Source: an optimization exercise on an open RTL-to-GDS flow (aim: small area, a short achievable clock period and few clock cycles). Production flows keep margins and buffers that such runs may drop. Only simulation tests tie the RTL to the original design; equivalence was not proved. Power figures rest on the tool's default switching activity, not on a simulated workload.

Setup of south:
// intdec
module intdec (
    input  wire        clk,
    input  wire        rst,
    input  wire        start,
    input  wire [63:0] in_len,
    input  wire [63:0] out_cap,
    output wire        in_rd,
    output wire [12:0] in_raddr,
    input  wire [63:0] in_rdata,
    output reg         out_we,
    output wire [15:0] out_addr,
    output wire [63:0] out_wdata,
    output wire [13:0] status,
    output wire [63:0] result_len,
    output wire [63:0] err_info
);
    localparam [2:0] K_NONE = 3'd0, K_MLEN = 3'd1, K_SHORT = 3'd2,
                     K_VARINT = 3'd3, K_UNKNOWN = 3'd5, K_CAP = 3'd6,
                     K_RANGE = 3'd7;
    localparam [3:0] S_IDLE = 4'd0, S_C0 = 4'd1, S_C1 = 4'd2, S_C2 = 4'd3,
                     S_STR = 4'd4, S_VAR = 4'd5, S_RCHK = 4'd6, S_RE0 = 4'd7,
                     S_RFILL = 4'd8, S_CCHK = 4'd9, S_ERR = 4'd10, S_RE1 = 4'd11,
                     S_VERR = 4'd12, S_CCHK0 = 4'd13;
    reg        busy, done, empty;
    reg [2:0]  kind;          
    reg [2:0]  ek;            
    reg        se, sr;        
    reg [1:0]  sc;            
    reg [3:0]  sn;            
    reg [3:0]  nib;
    reg [3:0]  state;
  ...
export LEC_CHECK = 0
export CAP_MARGIN = 20
export CORE_MARGIN = 2
export CORE_UTILIZATION = 45
export SETUP_SLACK_MARGIN = 4.6
export SLEW_MARGIN = 20
export TNS_END_PERCENT = 15
create_clock -name core_clock -period 8.0 [get_ports {clk}]
standard.sh (not shown) runs the stock make flow with config.mk's settings and CLKGATE_MAP_FILE= SYNTH_SCRIPT=/design/flow/synth_recipe.tcl, a recipe that flattens the netlist after the stock synthesis.
==> flow/flow/run.sh <==
#!/bin/bash
# The standard layout (the standard.sh, unchanged synthesis and steps), with the
# port buffers that global placement inserts made of the smallest plain buffer cell
# (sky130_fd_sc_hd__buf_1) instead of the one buffer_ports picks by default.
set -euo pipefail
export BUFFER_PORTS_ARGS="-buffer_cell sky130_fd_sc_hd__buf_1"
bash standard.sh > standard_flow.log 2>&1
south: full flow OK, the timing, DRC and antenna checks passed
Testbench counts of south, summed over its fixed seeds: cycles 29,181.
Edits applied to the flow inputs when going from south to west:
-- flow/design.v --
<<< south, line 37
    reg [15:0] lp;            
    reg [16:0] oc;            
    reg [1:0]  ra;            
    reg        last_r;        
    reg [12:0] ar;            
    reg [2:0]  bo;            
>>> west, line 37
    reg [15:0] lp;            
    reg [16:0] oc;            
    reg [12:0] ra;            
    reg [12:0] ar;            
    reg [2:0]  bo;            
<<< south, line 147
    wire        in_range = (prev[63:17] != 47'd0) || (prev[16] && prev[15:0] != 16'd0);
    wire        pk_fast  = counted || (oc[16] && lp[15:11] == 5'd0);
    wire        is_lastw = last_r;
    wire        var_end  = ((lp[15:5] == 11'd0) && ({ra[1:0], bo} > lp[4:0])) || (vi == 4'd10);
    wire        var_stop = !cur_byte[7];
>>> west, line 146
    wire        in_range = (prev[63:17] != 47'd0) || (prev[16] && prev[15:0] != 16'd0);
    wire        pk_fast  = counted || (oc[16] && lp[15:11] == 5'd0);
    wire        is_lastw = (ra == lp[15:3]);
    wire        var_end  = ((lp[15:5] == 11'd0) && ({ra[1:0], bo} > lp[4:0])) || (vi == 4'd10);
    wire        var_stop = !cur_byte[7];
<<< south, line 245
        acc <= r_keep ? sum : v;
        v   <= (zzx & {64{v_zz}}) | (prev & {64{v_prev}}) | {43'd0, v_small};
        ra     <= ar[1:0];
        last_r <= (ar == lp[15:3]);
        ar  <= ar_zero ? 13'd0 : (ar_inc ? ar + 13'd1 : ar);
        if (w_load)
>>> west, line 244
        acc <= r_keep ? sum : v;
        v   <= (zzx & {64{v_zz}}) | (prev & {64{v_prev}}) | {43'd0, v_small};
        ra  <= ar;
        ar  <= ar_zero ? 13'd0 : (ar_inc ? ar + 13'd1 : ar);
        if (w_load)
==> comparison <==
Summary — final worst-path cycle share, west relative to south: lower, by 1.7 points.
Number of detailed-route iterations in the first pass | west above south
west against south: ratio of cells with drive above 1 in the final layout saw a decrease; global routing usage summed across all routing layers went down 3.2 points.
Comparing south and west, the higher fraction of power consumed by the clock network is on south.
Comparing south and west, the lower internal reg-to-reg setup slack was measured on south.
Between west and south, the effective utilization at floorplan figures differ only marginally.
Taking south as the reference point, the mean number of vias per cell of west falls by 0.16.
Testbench counts of west, summed over its fixed seeds: cycles 29,181.

-- re-timing with driven ports --
No port has a modelled driver above. Below, the same layouts with a new extraction and two added sets of constraints. Step 1: set_driving_cell puts a clkbuf_16 on clk and a buf_2 on each other input, an assumption about the parent block. Step 2 moves the port delays by t, midway between the first and last clock arrival at a register: inputs arrive t later, outputs are due t later. That takes back most of the time a late clock gives input paths. Three values: no drivers, after step 1, after step 2; two values: the first two.
| run | shift t [ns] | setup slack, ns | worst setup path after step 2 |
|---|---|---|---|
| south | 0.667 | 4.366 / 4.406 / 3.740 | input to register |
| west | 0.657 | 4.500 / 4.507 / 3.884 | input to register |
After both steps every run listed still meets setup and hold. For south, which loses most, drivers alone change the setup slack by +0.040 ns; drivers and shift together by -0.626 ns.
